What follows belongs to an exercise in optimizing a design on an open flow for small area, a short achievable clock period and few clock cycles; a production flow would make more cautious choices. No functional check of the RTL was part of any run shown here. Power is estimated from default activity; no workload was simulated.

### flow/design.v
module codex32_cks (
    input  wire        clk,
    input  wire        rst,
    input  wire        cmd_valid,
    output wire        cmd_ready,
    input  wire [15:0] cmd_word,
    input  wire        cmd_empty,
    input  wire        in_valid,
    output wire        in_ready,
    input  wire [7:0]  in_data,
    input  wire        in_last,
    output wire        out_valid,
    input  wire        out_ready,
    output wire [7:0]  out_data,
    output wire        out_last,
    output wire [3:0]  out_status
);
    localparam [64:0] GS0 = 65'h19dc500ce73fde210;
    localparam [64:0] GS1 = 65'h1bfae00def77fe529;
    localparam [64:0] GS2 = 65'h1fbd920fffe7bee52;
    localparam [64:0] GS3 = 65'h1739640bdeee3fdad;
    localparam [64:0] GS4 = 65'h07729a039cfc75f5a;
    localparam [64:0] TS  = 65'h10ce0795c2fd1e62a;
    localparam [64:0] IS  = 65'h23181b3;
    localparam [64:0] IAS = 65'h11899c7f0c7127e48;    
    localparam [74:0] GL0 = 75'h3d59d273535ea62d897;
    localparam [74:0] GL1 = 75'h7a9becb6361c6c51507;
    localparam [74:0] GL2 = 75'h543f9b7e6c38d8a2a0e;
    localparam [74:0] GL3 = 75'h0c577eaeccf1990d13c;
    localparam [74:0] GL4 = 75'h1887f74f8dc71b10651;
    localparam [74:0] TL  = 75'h43381e570bf4798ab26;
    localparam [74:0] IL  = 75'h23181b3;
    localparam [74:0] IAL = 75'h6f4b3a330a74687026c;   
    localparam [1:0] OP_PMODS  = 2'd0;
    localparam [1:0] OP_PMODL  = 2'd1;
    localparam [1:0] OP_CKSUM  = 2'd2;
    localparam [1:0] OP_VERIFY = 2'd3;
    reg         cr;           
    reg         sv;           
    reg  [1:0]  s_op;
    reg         s_aug, s_ill, s_emp;
    reg         fr;           
    reg         ir;           
    reg         cur;          
    reg         fin;          
    reg         crd;          
    reg         pre;          
    reg         vs_r, vl_r;   
    reg  [1:0]  st_r;
    reg         efin;         
    reg         pv;           
    reg  [4:0]  psym;
    reg         pbig;         
    reg         plast;
    reg  [4:0]  fsr, flr;     
    reg  [1:0]  op;
    reg         aug;          
    reg         ill;
    reg         bad;
    reg  [6:0]  len;          
    reg  [64:0] res_s;
    reg  [74:0] res_l;
    reg         ov;           
    reg  [4:0]  od;           
    reg         olast;
    reg  [1:0]  ost;
    reg  [3:0]  nx;           
    reg         rlong;        
    reg         rone;         
    wire dec_legal = (cmd_word == 16'h4000) || (cmd_word == 16'h4001) ||
                     (cmd_word == 16'h5000) || (cmd_word == 16'h6000);
    wire [1:0] dec_op = cmd_word[13] ? OP_VERIFY :
                        cmd_word[12] ? OP_CKSUM  :
                        cmd_word[0]  ? OP_PMODL  : OP_PMODS;
    wire cmd_fire = cmd_valid && cr;
    wire start    = sv && fr;                 
    wire in_fire  = in_valid  && ir;
    wire out_fire = ov && out_ready;
    wire pe       = pv && cur;                
    wire [4:0]  slo    = psym & {5{pe & ~aug}};
    wire [4:0]  fs     = fsr;
    wire [4:0]  fl     = flr;
    wire [64:0] step_s = {res_s[59:0], slo}
                       ^ (GS0 & {65{fs[0]}}) ^ (GS1 & {65{fs[1]}}) ^ (GS2 & {65{fs[2]}})
                       ^ (GS3 & {65{fs[3]}}) ^ (GS4 & {65{fs[4]}});
    wire [74:0] step_l = {res_l[69:0], slo}
                       ^ (GL0 & {75{fl[0]}}) ^ (GL1 & {75{fl[1]}}) ^ (GL2 & {75{fl[2]}})
                       ^ (GL3 & {75{fl[3]}}) ^ (GL4 & {75{fl[4]}});
    wire fin_go    = fin && !ov;
    wire fault     = ill | bad;
    wire nbad      = bad | pbig;
    wire k_long    = (op == OP_PMODL) || (aug && (len >= 7'd80));
    wire k_one     = ill || nbad || (op == OP_VERIFY);
    wire e_long    = !ill && (op == OP_PMODL);
    wire e_one     = ill || (op == OP_VERIFY);
    wire [4:0] tgt_l = ({5{nx == 4'd0}} & 5'd16)
                     | ({5{nx == 4'd1}} & 5'd25)
                     | ({5{nx == 4'd2}} & 5'd24)
                     | ({5{nx == 4'd3}} & 5'd3)
                     | ({5{nx == 4'd4}} & 5'd25)
                     | ({5{nx == 4'd5}} & 5'd11)
                     | ({5{nx == 4'd6}} & 5'd16)
                     | ({5{nx == 4'd7}} & 5'd23)
                     | ({5{nx == 4'd8}} & 5'd29)
                     | ({5{nx == 4'd9}} & 5'd3)
                     | ({5{nx == 4'd10}} & 5'd25)
                     | ({5{nx == 4'd11}} & 5'd17)
                     | ({5{nx == 4'd12}} & 5'd10)
                     | ({5{nx == 4'd13}} & 5'd25)
                     | ({5{nx == 4'd14}} & 5'd6);
    wire [4:0] tgt_s = ({5{nx == 4'd0}} & 5'd16)
                     | ({5{nx == 4'd1}} & 5'd25)
                     | ({5{nx == 4'd2}} & 5'd24)
                     | ({5{nx == 4'd3}} & 5'd3)
                     | ({5{nx == 4'd4}} & 5'd25)
                     | ({5{nx == 4'd5}} & 5'd11)
                     | ({5{nx == 4'd6}} & 5'd16)
                     | ({5{nx == 4'd7}} & 5'd23)
                     | ({5{nx == 4'd8}} & 5'd29)
                     | ({5{nx == 4'd9}} & 5'd3)
                     | ({5{nx == 4'd10}} & 5'd25)
                     | ({5{nx == 4'd11}} & 5'd17)
                     | ({5{nx == 4'd12}} & 5'd10);
    wire [4:0] tgt   = rlong ? tgt_l : tgt_s;
    wire [4:0] src_s = fin ? res_s[64:60] : res_s[59:55];
    wire [4:0] src_l = fin ? res_l[74:70] : res_l[69:65];
    wire [4:0] grp   = (rlong ? src_l : src_s) ^ (tgt & {5{aug}});
    wire       nlast = rlong ? (nx == 4'd14) : (nx == 4'd12);
    wire       adv   = out_fire && !olast;       
    wire       r_en  = pe || adv;
    wire       last_pe  = pe && plast;
    wire       ov_next  = fin_go || (ov && !(out_fire && olast));
    wire       early_fr = last_pe && k_one && !ov_next;
    wire       pv_next  = in_fire || (pv && !pe);
    wire       cur_next = (cur && !last_pe) || (start && !s_emp);
    wire       om       = (fin && !rone) || (ov && !olast);
    wire       ld       = fin_go || adv;         
    wire       clr      = nlast || (fin && rone);
    wire [4:0] od_new   = (fin && rone) ? {4'd0, vs_r | vl_r} : grp;
    wire [4:0] psym_nx  = in_fire ? in_data[4:0] : psym;
    wire       aug_nx   = start ? s_aug : aug;
    wire       olast_nx = ld ? clr : olast;
    wire [4:0] tops_nx  = start ? (s_aug ? IAS[64:60] : IS[64:60]) :
                          r_en  ? step_s[64:60] : res_s[64:60];
    wire [4:0] topl_nx  = start ? (s_aug ? IAL[74:70] : IL[74:70]) :
                          r_en  ? step_l[74:70] : res_l[74:70];
    wire [4:0] top_r    = rlong ? res_l[74:70] : res_s[64:60];
    wire [4:0] sec_r    = rlong ? res_l[69:65] : res_s[59:55];
    assign cmd_ready  = cr;
    assign in_ready   = ir;
    assign out_valid  = ov;
    assign out_data   = {3'b000, od};
    assign out_last   = olast;
    assign out_status = {2'b00, ost};
    always @(posedge clk) begin
        if (start) begin
            res_s <= s_aug ? IAS : IS;
            res_l <= s_aug ? IAL : IL;
        end else if (r_en) begin
            res_s <= step_s;
            res_l <= step_l;
        end
        if (ov_next && !olast_nx) begin
            fsr <= 5'd0;
            flr <= 5'd0;
        end else begin
            fsr <= tops_nx ^ (psym_nx & {5{aug_nx}});
            flr <= topl_nx ^ (psym_nx & {5{aug_nx}});
        end
        if (cmd_fire) begin
            s_op  <= dec_op;
            s_aug <= cmd_word[12];
            s_ill <= !dec_legal;
            s_emp <= cmd_empty;
        end
        if (start) begin
            op  <= s_op;
            aug <= s_aug;
            ill <= s_ill;
            bad <= 1'b0;
            len <= 7'd0;
        end else if (pe) begin
            bad <= nbad;
            if (!(len[6] & len[5]))
                len <= len + 7'd1;
        end
        if (in_fire) begin
            psym  <= in_data[4:0];
            pbig  <= |in_data[7:5];
            plast <= in_last;
        end
        if (last_pe) begin
            rlong <= k_long;
            rone  <= k_one;
        end else if (efin) begin
            rlong <= e_long;
            rone  <= e_one;
        end
        if (pre) begin
            vs_r <= !fault && (len <= 7'd93) && (res_s == TS);
            vl_r <= !fault && len[6] && len[5] && (res_l == TL);
            st_r  <= ill ? 2'd1 : (bad ? 2'd2 : 2'd0);
        end
        if (fin_go)
            ost <= rone ? st_r : 2'd0;    
        if (ld) begin
            od    <= od_new;
            olast <= clr;
        end
        if (rst) begin
            cr  <= 1'b1;
            sv  <= 1'b0;
            fr  <= 1'b1;
            ir  <= 1'b1;
            cur <= 1'b0;
            fin <= 1'b0;
            crd <= 1'b0;
            efin <= 1'b0;
            pre  <= 1'b0;
            pv  <= 1'b0;
            ov  <= 1'b0;
            nx  <= 4'd0;
        end else begin
            pv  <= pv_next;
            cur <= cur_next;
            ir  <= !pv_next || cur_next;
            efin <= start && s_emp;
            sv   <= (sv && !start) || cmd_fire;
            cr   <= !((sv && !start) || cmd_fire);
            pre <= (last_pe && k_one) || efin;
            fin <= (last_pe && !k_one) || pre || (fin && !fin_go);
            ov  <= ov_next;
            if (early_fr)
                crd <= 1'b1;
            else if (fin_go)
                crd <= 1'b0;
            if (early_fr || (fin_go && rone && !crd) || (adv && nlast))
                fr <= 1'b1;
            else if (start)
                fr <= 1'b0;
            if (ld)
                nx <= clr ? 4'd0 : nx + 4'd1;
        end
    end
endmodule
### flow/config.mk
export PLATFORM = sky130hd
export DESIGN_NAME = codex32_cks
export DESIGN_NICKNAME = codex32_cks
export VERILOG_FILES = /design/flow/design.v
export SDC_FILE = /design/flow/constraint.sdc
export NUM_CORES = 4
export LEC_CHECK = 0
export CAP_MARGIN = 20
export CORE_MARGIN = 2
export CORE_UTILIZATION = 70
export PLACE_DENSITY = 0.75
export SETUP_SLACK_MARGIN = 2.0
export SLEW_MARGIN = 20
### flow/constraint.sdc
create_clock -name core_clock -period 4.0 [get_ports {clk}]
set_input_delay 0.8000 -clock core_clock [delete_from_list [all_inputs] [get_ports {clk}]]
set_output_delay 0.8000 -clock core_clock [all_outputs]
set_load 0.01 [all_outputs]
### flow/flow/run.sh
#!/bin/bash
# The standard layout, with the port buffers made from buf_4 cells instead of
# the library's smallest buffer (a slow delay cell), so the input and output
# paths are not slowed by them. Synthesis and everything else is unchanged.
set -euo pipefail
export BUFFER_PORTS_ARGS="-buffer_cell sky130_fd_sc_hd__buf_4"
bash standard.sh > standard_flow.log 2>&1
### flow/standard.sh
#!/bin/bash
# synth_recipe.tcl (not shown) runs the flow's synth.tcl, then flattens the netlist and writes it again
# the make line also repeats each setting of config.mk as NAME=value (left out here)
make -C /OpenROAD-flow-scripts/flow DESIGN_CONFIG=/design/flow/config.mk WORK_HOME=/design/flow/orfs CLKGATE_MAP_FILE= SYNTH_SCRIPT=/design/flow/synth_recipe.tcl "${@:-finish}"
==> results of run 1 <==
cells by family (layout without fill, tap and decap cells):
group                    Yosys count  in the layout
AO/OA/AOI/OAI                    134            134
XOR/XNOR                         201            201
adder cells (fa/ha/maj)            7              7
buffers and inverters             69            126
flip-flops                       203            203
multiplexers                      15             15
other                              1              5
AND/OR/NAND/NOR                  253            255
routing by layer:
| metal | vias to the layer above | track usage | share of wire |
|---|---|---|---|
| li1 | 3206 | - | - |
| met1 | 3588 | 0.4378 | 0.38 |
| met2 | 463 | 0.5424 | 0.49 |
| met3 | 79 | 0.04921 | 0.087 |
| met4 | 0 | 0.1092 | 0.043 |
| met5 | - | 0 | 0 |
placed cells by master, fill, tap and decap left out, types with 5 or more instances in the layout:
| cell | synthesis | routed |
|---|---|---|
| dfxtp_1 | 40 | 27 |
| mux4_2 | 5 | 5 |
| nor4_1 | 12 | 9 |
| nand4_1 | 11 | 11 |
| clkinv_2 | 0 | 5 |
| dfxtp_2 | 0 | 8 |
| clkbuf_16 | 0 | 25 |
| and2_1 | 7 | 7 |
| nand2b_1 | 11 | 10 |
| nor4bb_1 | 11 | 10 |
| xnor2_1 | 112 | 110 |
| nand3_1 | 12 | 12 |
| inv_1 | 16 | 15 |
| xor2_1 | 75 | 71 |
| mux2i_1 | 7 | 7 |
| conb_1 | 1 | 5 |
| nor2_1 | 95 | 93 |
| nor4b_1 | 6 | 5 |
| edfxtp_1 | 163 | 163 |
| buf_4 | 12 | 66 |
| ha_1 | 7 | 6 |
| nand2_1 | 45 | 42 |
| a21oi_1 | 59 | 58 |
| nor3_1 | 8 | 7 |
| xor2_2 | 4 | 5 |
| dfxtp_4 | 0 | 5 |
| nand4b_1 | 7 | 7 |
| xor2_4 | 3 | 6 |
| o21ai_0 | 43 | 42 |
power by group through the flow:
| stage | clock [mW] | combinational, mW | sequential (mW) |
|---|---|---|---|
| 2_1_floorplan | 0 | 3.77 | 3.64 |
| 3_3_place_gp | 0 | 4.33 | 4.00 |
| 3_5_place_dp | 0 | 4.48 | 4.02 |
| 4_1_cts | 2.07 | 4.80 | 4.02 |
| 5_1_grt | 2.15 | 5.53 | 4.08 |
| 6_report | 2.06 | 5.13 | 4.05 |
final cells by class:
class / count / area (um2) / area share
Sequential cell: 203 / 5724 / 0.4815
Clock inverter: 10 / 73.82 / 0.006209
Timing Repair Buffer: 70 / 558.0 / 0.04694
Inverter: 16 / 65.06 / 0.005473
Tap cell: 184 / 230.2 / 0.01936
Multi-Input combinational cell: 617 / 4573 / 0.3847
Clock buffer: 30 / 664.4 / 0.05588
per-stage QoR:
| step | cell area [um2] | power [mW] | cells |
|---|---|---|---|
| after floorplan | 10380 | 7.406 | 887 |
| after global placement | 10710 | 8.338 | 1066 |
| after detailed placement | 10710 | 8.500 | 1066 |
| after CTS | 11680 | 10.89 | 1115 |
| after global routing | 11890 | 11.76 | 1130 |
| final | 11890 | 11.24 | 1130 |
final timing paths:
path	cells past startpoint	startpoint	endpoint
worst min register to register	0	s_op[0]	op[0]
worst max register to register	7	sv	flr[3]
worst max-delay path	7	sv	flr[3]
worst min-delay path	0	s_op[0]	op[0]
Yosys cell counts, types with 4 or more instances:
cell	n	area, um2
mux2i_1	7	70.07
dfxtp_1	40	800.8
buf_1	4	15.01
nor2b_1	4	25.02
and2_1	7	43.79
nor4b_1	6	52.55
nand2_1	45	168.9
nor2_1	95	356.6
or4_1	5	37.54
buf_2	4	20.02
nor4_1	12	75.07
clkbuf_1	31	116.4
ha_1	7	87.58
xnor2_1	112	980.9
edfxtp_1	163	4895
xor2_2	4	65.06
nor3_1	8	40.04
nand2b_1	11	68.82
mux4_2	5	112.6
nand3_1	12	60.06
nor4bb_1	11	110.1
a21o_1	4	30.03
o211ai_1	4	30.03
xor2_1	75	656.9
buf_4	12	90.09
o21ai_0	43	215.2
nand4b_1	7	61.31
nand4_1	11	68.82
inv_1	16	60.06
a21oi_1	59	295.3
state kept, by name, indices dropped and copies added (netlist names), 2 cells and up:
register / count
psym: 5
ost: 2
len: 7
st_r: 2
res_s: 65
res_l: 75
op: 2
flr: 5
od: 5
s_op: 2
fsr: 5
nx: 4
timing repair:
item                                    CTS  global route
pin swaps                                 5            11
setup buffers                             8            14
endpoints found under the setup margin  276            32
cloned                                    1             1
gates resized for setup                  37            21
==> flow_summary.json, run 1 <==
{
  "worst_setup_path_end_kind": "register",
  "worstPathMaxFanout": 50,
  "rrSetupSlack_ns": 1.97,
  "clock_tree.htree_level_count": 1,
  "global_placer_s_final_weighted_congestion": 0.9552,
  "critical_path.cell_chain": "nand2_8 > inv_6 > buf_12 > nor4_1 > a311oi_2 > xnor2_1 > nor2_1",
  "first_global_vias": 7074,
  "synthToLayoutAreaGrowth_pct": 15.04,
  "start_kind": "register",
  "synthArstFlopShare": 0,
  "relSlewSlack": 0.5045,
  "status": "complete, no violations",
  "setup-tns-final_ns": 0,
  "finalCritPeriodShare": 0.5064,
  "fin_ws_ns": 1.974,
  "total_switching_power_mw": 4.251,
  "num-fill-cells": 810,
  "share_of_post_route_cells_with_drive_strength_above_1": 0.1755,
  "timing.fmax_mhz": 493.7,
  "largest_net_degree_at_the_start_of_global_routing": 71,
  "dp_hpwl_um": 16790,
  "power_density_nw_per_um2": 945.6,
  "dp_worst_setup_slack_ns": 1.388,
  "synthesized_flop_and_latch_total": 203,
  "crit_family": "flip-flops",
  "cp_data_arrival_time_ns": 2.42,
  "antenna_cells": 0,
  "track_usage": 0.3240,
  "critical_path.n_buffers_inverters": 2,
  "detailedRoute.firstIterationViolations": 840,
  "critPathRequiredTime_ns": 4.39,
  "drv.max_cap_violation_count": 0,
  "finalCriticalPeriod_ns": 2.026,
  "nNetsFinal": 968,
  "num_io_pins": 47,
  "synthesis.area_per_instance_um2": 11.70,
  "synthCells": 883,
  "multiplexer_share_of_the_synthesized_area": 0.02094,
  "worst-setup-path-type": "register to register",
  "cts_tree": "done",
  "drc_errors": 0,
  "placementRows": 44,
  "main_combinational_cell_family_by_area_after_synthesis": "XOR/XNOR gates",
  "finalMaxSlewViolations": 0,
  "share_of_synthesized_area_occupied_by_flip_flops_and_latches": 0.5511,
  "power_leakage_nw": 4.239,
  "holdCritPathClass": "register to register",
  "cts_buffer_count": 22,
  "layout.core_utilization": 0.8211,
  "yosysUniqueCellTypes": 61,
  "io_buffer_count": 41,
  "worstSkewPairLatency_ns": 0.51,
  "detail-route-antenna-nets": 0,
  "share_clk_of_total_power": 0.183,
  "initial_antenna_violation_count": 0,
  "clock_tree.root_cell": "clkbuf_16",
  "yosys.area_share.xor_xnor": 0.1870,
  "finalClockSkew_ns": 0.008048,
  "finalHoldViolCount": 0,
  "tightest_slew_ns": 0.7330,
  "detailedRoute.firstPassIterationCount": 5,
  "final-setup-viol-count": 0,
  "clk_transition_reported_paths_ns": 0.06,
  "dr_total_vias": 7336,
  "post_drt_via_cell_ratio": 6.492,
  "yosys.area_share.adder": 0.008475,
  "synth-warning-count": 1,
  "yosys_most_used_dff": "edfxtp_1",
  "wl_um": 26700,
  "fp.coreArea_um2": 14480,
  "timing.critical_path.slowest_cell_delay_ns": 0.46,
  "cellInternalPower_mw": 6.991,
  "max-vdd-ir-drop_mv": 0.6073,
  "grt_remaining_overflow": 0,
  "synth-edff-count": 163,
  "die_w_um": 125.5,
  "initial_core_util": 0.7138,
  "grt_setup_unrepaired": "true",
  "switching_share": 0.3782,
  "die_area_um2": 15750,
  "routed_wire_length_per_instance_um": 23.63,
  "synthSimpleGateAreaFrac": 0.1277,
  "synth_compound_area_frac": 0.07300,
  "synth.cell_area_um2": 10330,
  "sequentialPowerShare": 0.360,
  "grt_pass1_wl_um": 39790,
  "cts_hold_buffers": 0,
  "tritoncts_num_sinks": 203,
  "die_y_um": 125.5,
  "slowest_stage": "dfxtp_2",
  "share_comb_of_total_power": 0.456,
  "hold_ws_ns": 0.4213,
  "maximum_clock_insertion_buffer_count": 3
}
==> run 2, diff against run 1 <==
--- a/flow/config.mk
+++ b/flow/config.mk
@@ -9,4 +9,3 @@
 export CORE_MARGIN = 2
-export CORE_UTILIZATION = 70
-export PLACE_DENSITY = 0.75
+export CORE_UTILIZATION = 80
 export SETUP_SLACK_MARGIN = 2.0
==> run 2 against run 1 <==
  * Worst setup slack lost 0.43 ns
  * Worst hold slack lost 0.00093 ns
  * Critical path depth shrank 3
  * Register-to-register slack lost 0.43 ns
==> flow_summary.json, run 2 <==
{
  "status": "complete, no violations",
  "synthToLayoutAreaGrowth_pct": 14.66,
  "critPathRequiredTime_ns": 4.35,
  "largest_register_ff_count": 75,
  "post-synth-top-count-cell": "edfxtp_1",
  "finalMaxSlewViolations": 0,
  "finalClockSkew_ns": 0.02046,
  "cp_data_arrival_time_ns": 2.81,
  "dp_hpwl_um": 17610,
  "synthCells": 883,
  "drc_errors": 0,
  "detail-route-antenna-nets": 0,
  "relSlewSlack": 0.4256,
  "synth.cell_area_um2": 10330,
  "share_of_post_route_cells_with_drive_strength_above_1": 0.1800,
  "io_buffer_count": 41,
  "rrSetupSlack_ns": 1.54,
  "cts_hold_buffers": 0,
  "setup-tns-final_ns": 0,
  "timing.critical_path.slowest_cell_delay_ns": 0.78,
  "dp_worst_setup_slack_ns": 1.439,
  "grt_pass1_wl_um": 44840,
  "power_density_nw_per_um2": 997.6,
  "synthArstFlopShare": 0,
  "slowest_stage": "nor4bb_1",
  "synthesized_flop_and_latch_total": 203,
  "hold_ws_ns": 0.4204,
  "drv.max_cap_violation_count": 0,
  "clock_tree.root_cell": "clkbuf_16",
  "synth_top_cell_by_area": "edfxtp_1",
  "grt_remaining_overflow": 0,
  "tightest_slew_ns": 0.8587,
  "nNetsFinal": 973,
  "largest_register": "res_l",
  "post_synth_main_area_contributors": "edfxtp_1 (47%), xnor2_1 (9.5%), dfxtp_1 (7.7%)",
  "power_leakage_nw": 4.220,
  "synth-warning-count": 1,
  "clk_transition_reported_paths_ns": 0.06,
  "holdCritPathClass": "register to register",
  "yosys_most_used_dff": "edfxtp_1",
  "tritoncts_num_sinks": 203,
  "final-setup-viol-count": 0,
  "critical_path.n_buffers_inverters": 0,
  "worstPathMaxFanout": 3,
  "post_drt_via_cell_ratio": 7.469,
  "fin_ws_ns": 1.543,
  "track_usage": 0.4272,
  "initial_antenna_violation_count": 0,
  "timing.fmax_mhz": 407.1,
  "worst_setup_path_end_kind": "register",
  "die_y_um": 117.7,
  "wl_um": 34130,
  "worst-setup-path-type": "register to register",
  "clock_tree.htree_level_count": 1,
  "mostFrequentLayoutCell": "edfxtp_1",
  "max-vdd-ir-drop_mv": 0.8125,
  "top_regs": "res_l (75), res_s (65), len (7)",
  "netlist_top_cells_count": "edfxtp_1 (163), xnor2_1 (112), nor2_1 (95)",
  "design_power_total_mw": 11.82,
  "worstSkewPairLatency_ns": 0.52,
  "share_of_synthesized_area_occupied_by_flip_flops_and_latches": 0.5511,
  "cts_tree": "done",
  "routed_wire_length_per_instance_um": 30.42,
  "netlist.area_leader.share": 0.4736,
  "final_cell_mix": "edfxtp_1 (163), xnor2_1 (109), nor2_1 (93)",
  "largest_net_degree_at_the_start_of_global_routing": 71,
  "synthesis.area_per_instance_um2": 11.70,
  "die_w_um": 117.7,
  "dr_total_vias": 8380,
  "cts_buffer_count": 21,
  "detailedRoute.firstPassIterationCount": 6,
  "num-fill-cells": 371,
  "finalHoldViolCount": 0,
  "finalCritPeriodShare": 0.6141,
  "start_kind": "register",
  "die_area_um2": 13840,
  "placementRows": 41,
  "crit_family": "simple AND/OR/NAND/NOR gates",
  "initial_core_util": 0.8190,
  "num_io_pins": 47,
  "fp.coreArea_um2": 12620,
  "finalCriticalPeriod_ns": 2.457,
  "maximum_clock_insertion_buffer_count": 3,
  "antenna_cells": 0,
  "global_placer_s_final_weighted_congestion": 0.9661,
  "first_global_vias": 7743,
  "detailedRoute.firstIterationViolations": 1624,
  "synth-edff-count": 163,
  "grt_setup_unrepaired": "true",
  "yosysUniqueCellTypes": 61,
  "critical_path.cell_chain": "nor4bb_1 > nand4_1 > or4_1 > nor3_2"
}
[run 2: layout make-up]
type,instances,area (um2),area share
sequential,203,5725,0.4832
multi-input combinational,618,4617,0.3896
clock buffer,29,595.6,0.05026
timing repair buffer,75,579.3,0.04889
tap,172,215.2,0.01816
inverter,16,72.57,0.006124
clock inverter,9,45.04,0.003801
[run 2: repair_timing]
action                                  in CTS  in global routing
gates cloned                                 1                  2
pin swaps                                    6                  8
endpoints found under the setup margin     285                 91
resized for setup                           31                 30
buffers inserted                            13                 15
[run 2: metrics by stage]
step,cells,instance area [um2],utilization
floorplan,887,10380,-
global placement,1053,10680,0.8465
detailed placement,1053,10680,0.8465
CTS,1105,11550,0.9150
global route,1122,11850,0.9390
finish,1122,11850,0.9390
[run 2: logic make-up after synthesis]
logic type                 count (synthesis)  synth area share
DFF                                      203            0.5511
muxes                                     15           0.02094
xor gates and xnor gates                 201            0.1870
AOI/OAI and AO/OA                        134           0.07300
adders and majority gates                  7          0.008474
other                                      1         0.0003628
and+or+nand+nor                          253            0.1277
buffers and inverters                     69           0.03136
[run 2: worst paths after layout]
kind                                start  cells past startpoint   end
worst max-delay path            res_l[69]                      4  vl_r
worst min-delay path                s_ill                      0   ill
worst max register to register  res_l[69]                      4  vl_r
worst min register to register      s_ill                      0   ill
[run 2: layer usage]
metal / vias up / global-route usage / part of all wire / wire length [um]
met5: - / 0.01471 / 0 / 0
met4: 0 / 0.2131 / 0.11 / 3593
met3: 332 / 0.07219 / 0.14 / 4946
met2: 981 / 0.7108 / 0.45 / 15200
met1: 3844 / 0.5464 / 0.30 / 10400
li1: 3223 / - / - / -
[run 2: report_power, final]
group,internal (mW),total [mW],switching [mW],leakage [nW]
clock,1.04,1.88,0.834,0.321
sequential,3.40,4.14,0.748,1.85
combinational,2.42,5.80,3.38,2.05
==> run 3, diff against run 2 <==
==> flow/flow/run.sh (replaced) <==
#!/bin/bash
# The standard layout, with the port buffers made from buf_4 cells instead of
# the library's smallest buffer (a slow delay cell), and ORFS's power recovery
# (downsizing gates off the critical paths) after global routing.
set -euo pipefail
export BUFFER_PORTS_ARGS="-buffer_cell sky130_fd_sc_hd__buf_4"
export RECOVER_POWER=50
bash standard.sh > standard_flow.log 2>&1
--- a/flow/config.mk
+++ b/flow/config.mk
@@ -9,3 +9,3 @@
 export CORE_MARGIN = 2
-export CORE_UTILIZATION = 80
+export CORE_UTILIZATION = 60
 export SETUP_SLACK_MARGIN = 2.0
==> run 3 against run 2 <==
  * Now fails the layout checks on capacitance limit, slew limit
  * Largest power group unchanged
  * Core utilization shrank 23 points
  * Maximum frequency shrank 12%
  * Critical path type unchanged
  * Total power down 7.5%
  * Critical path depth increased by 2
  * Critical endpoint is now fsr[4]
  * Sequential share of layout area rose by 0.25 points
==> flow_summary.json, run 3 <==
{
  "status": "finished with violations",
  "violatedChecks": "capacitance limit, slew limit",
  "worstPathMaxFanout": 46,
  "antenna_cells": 0,
  "switching_share": 0.3710,
  "post_drt_via_cell_ratio": 6.091,
  "routed_wire_length_per_instance_um": 22.20,
  "synth-warning-count": 1,
  "cellInternalPower_mw": 6.876,
  "initial_core_util": 0.6188,
  "critical_path.cell_chain": "nand2_1 > inv_6 > clkbuf_1 > nand2b_2 > a21o_1 > a21oi_1",
  "num-fill-cells": 1266,
  "share_of_post_route_cells_with_drive_strength_above_1": 0.1408,
  "relSlewSlack": -0.1559,
  "yosysUniqueCellTypes": 61,
  "clk_transition_reported_paths_ns": 0.06,
  "timing.critical_path.slowest_cell_delay_ns": 0.98,
  "detailedRoute.firstIterationViolations": 694,
  "worst-setup-path-type": "register to register",
  "die_w_um": 135.2,
  "largest_register_ff_count": 75,
  "dp_hpwl_um": 17010,
  "worst_setup_path_end_kind": "register",
  "synthToLayoutAreaGrowth_pct": 13.81,
  "holdPathEnd": "op[0]",
  "cts_tree": "done",
  "top_regs": "res_l (75), res_s (65), len (7)",
  "layoutNonFillerInstCount": 1179,
  "timing.fmax_mhz": 358.6,
  "share_clk_of_total_power": 0.181,
  "crit_family": "buffers and inverters",
  "grt_remaining_overflow": 0,
  "synthArstFlopShare": 0,
  "slowest_stage": "clkbuf_1",
  "finalMaxSlewViolations": 50,
  "track_usage": 0.2874,
  "grt_pass1_wl_um": 39620,
  "synth_top_cell_by_area": "edfxtp_1",
  "post-synth-top-count-cell": "edfxtp_1",
  "clock_tree.root_cell": "clkbuf_16",
  "grt_setup_unrepaired": "true",
  "finalCritPeriodShare": 0.6971,
  "min_path_cells": 0,
  "synthesis.area_per_instance_um2": 11.70,
  "first_global_vias": 6846,
  "synth.cell_area_um2": 10330,
  "post_synth_main_area_contributors": "edfxtp_1 (47%), xnor2_1 (9.5%), dfxtp_1 (7.7%)",
  "largest_net_degree_at_the_start_of_global_routing": 71,
  "critical_path.n_buffers_inverters": 2,
  "hold_start": "s_op[0]",
  "tritoncts_num_sinks": 203,
  "share_comb_of_total_power": 0.453,
  "regToRegEndpoint": "fsr[4]",
  "rrSetupSlack_ns": 1.21,
  "cts_hold_buffers": 0,
  "final_cell_mix": "edfxtp_1 (163), xnor2_1 (110), nor2_1 (95)",
  "clock_tree.htree_level_count": 1,
  "final-setup-viol-count": 0,
  "finalCriticalPeriod_ns": 2.789,
  "placementRows": 47,
  "critPathRequiredTime_ns": 4.42,
  "netlist.area_leader.share": 0.4736,
  "mostFrequentLayoutCell": "edfxtp_1",
  "share_of_synthesized_area_occupied_by_flip_flops_and_latches": 0.5511,
  "synthCells": 883,
  "rr_startpoint": "fr",
  "initial_antenna_violation_count": 0,
  "start_kind": "register",
  "synth-edff-count": 163,
  "yosys_most_used_dff": "edfxtp_1",
  "die_y_um": 135.2,
  "drv.max_cap_violation_count": 2,
  "synthesized_flop_and_latch_total": 203,
  "detail-route-antenna-nets": 0,
  "holdCritPathClass": "register to register",
  "wl_um": 26170,
  "detailedRoute.firstPassIterationCount": 5,
  "io_buffer_count": 41,
  "sequentialPowerShare": 0.366,
  "tightest_slew_ns": 1.734,
  "rr_worst_depth": 6,
  "die_area_um2": 18290,
  "detailed_place.area_um2": 10740,
  "fp.coreArea_um2": 16700,
  "power_density_nw_per_um2": 929.4,
  "total_switching_power_mw": 4.056,
  "netlist_top_cells_count": "edfxtp_1 (163), xnor2_1 (112), nor2_1 (95)",
  "dp_cells": 1100,
  "global_placer_s_final_weighted_congestion": 0.9016,
  "dr_total_vias": 7181,
  "largest_register": "res_l",
  "setup-tns-final_ns": 0,
  "cp_data_arrival_time_ns": 3.21,
  "worstSkewPairLatency_ns": 0.51,
  "nNetsFinal": 981,
  "finalHoldViolCount": 0,
  "power_leakage_nw": 4.171,
  "max-vdd-ir-drop_mv": 0.5671,
  "cts_buffer_count": 22,
  "drc_errors": 0,
  "finalClockSkew_ns": 0.01131,
  "num_io_pins": 47,
  "layout.cell_area.non_filler_um2": 11760,
  "maximum_clock_insertion_buffer_count": 3
}
[run 3: cell counts after synthesis]
Identical to the previous run, type by type.
[run 3: worst max path at each step]
stage	start	end	slack [ns]	cells after the start
after floorplan	out_ready	res_l[0]	1.81	4
after global routing	sv	fsr[4]	1.07	6
final	fr	fsr[4]	1.21	6
after detailed placement	out_ready	res_l[19]	1.38	4
after global placement	out_ready	res_l[19]	1.42	4
after CTS	sv	fsr[4]	1.93	6
[run 3: logic make-up after synthesis]
group                      synth area share
and+or+nand+nor                      0.1277
DFF                                  0.5511
xor gates and xnor gates             0.1870
AOI/OAI and AO/OA                   0.07300
buffers and inverters               0.03136
muxes                               0.02094
adders and majority gates          0.008474
other                             0.0003628
[run 3: worst register-to-register path: stages (launching register included)]
cell      delay [ns]
dfxtp_1         0.37
nand2_1         0.17
inv_6           0.32
clkbuf_1        1.01
nand2b_2        0.44
a21o_1          0.27
a21oi_1         0.12
[run 3: what timing repair did]
item | CTS | global route
hold endpoints to repair | 0 | 0
pin swaps | 7 | 9
cloned | 2 | 0
endpoints found under the setup margin | 228 | 189
setup buffers | 10 | 27
resized for setup | 36 | 23
[run 3: final cells by class]
cell class	instances	area [um2]	area share
well taps	220	275.3	0.02340
flip-flops and latches	203	5713	0.4857
multi-input cells	617	4462	0.3793
clock buffers	29	598.1	0.05085
repair buffers	83	551.8	0.04691
inverters	16	65.06	0.005531
clock inverters	11	97.59	0.008297
[run 3: metrics by stage]
stage / total power, mW / utilization / setup WS, ns / hold slack, ns
floorplan: 7.406 / - / 1.814 / 0.4003
CTS: 10.80 / 0.7003 / 1.930 / 0.4198
finish: 10.93 / 0.7043 / 1.211 / 0.4182
global route: 11.52 / 0.7043 / 1.069 / 0.4379
detailed placement: 8.493 / 0.6431 / 1.384 / 0.4057
global placement: 8.396 / 0.6431 / 1.417 / 0.4022
[run 3: power by group through the flow]
| stage | combinational (mW) | clock (mW) | sequential, mW |
|---|---|---|---|
| after global placement | 4.38 | 0 | 4.01 |
| after CTS | 4.76 | 2.00 | 4.04 |
| after detailed placement | 4.47 | 0 | 4.02 |
| after floorplan | 3.77 | 0 | 3.64 |
| after global routing | 5.39 | 2.09 | 4.04 |
| final | 4.95 | 1.98 | 4.00 |
[run 3: per-layer routing]
| metal | GRT usage | up-vias | share of wire |
|---|---|---|---|
| met3 | 0.04863 | 69 | 0.072 |
| met2 | 0.4701 | 369 | 0.49 |
| met1 | 0.3929 | 3498 | 0.41 |
| met5 | 0 | - | 0 |
| li1 | - | 3245 | - |
| met4 | 0.1001 | 0 | 0.035 |

[afterwards: timing with drivers on the ports]
The results above use ideal ports. As a check the final layouts listed here were re-extracted and re-timed, cells and wires unchanged.
Step 1 sets driving cells, clkbuf_16 on the clock port and buf_2 on the other inputs (assumed; they add their load-dependent delay and slew).
Step 2, shift: input delay + t, output delay - t, t = (earliest + latest rising clock arrival at the registers) / 2. This alone moves slack from input paths to output paths.
Three values: ideal, step 1, step 2; two values: the first two.
| run | t (ns) | setup WS [ns] | worst hold slack (ns) | slew at the worst register clock pin (ns) | pins driven straight from the clock port |
|---|---|---|---|---|---|
| run 1 | 0.546 | 1.974 / 1.974 / 1.620 | 0.421 / 0.421 / 0.421 | 0.06 / 0.06 | 1 |
| run 2 | 0.561 | 1.543 / 1.543 / 1.543 | 0.420 / 0.420 / 0.420 | 0.07 / 0.07 | 1 |
| run 3 | 0.550 | 1.211 / 1.211 / 1.211 | 0.418 / 0.418 / 0.418 | 0.06 / 0.06 | 1 |
The setup slack of run 1, which loses most, moves by 0.000 ns with the drivers and by -0.354 ns with both steps.
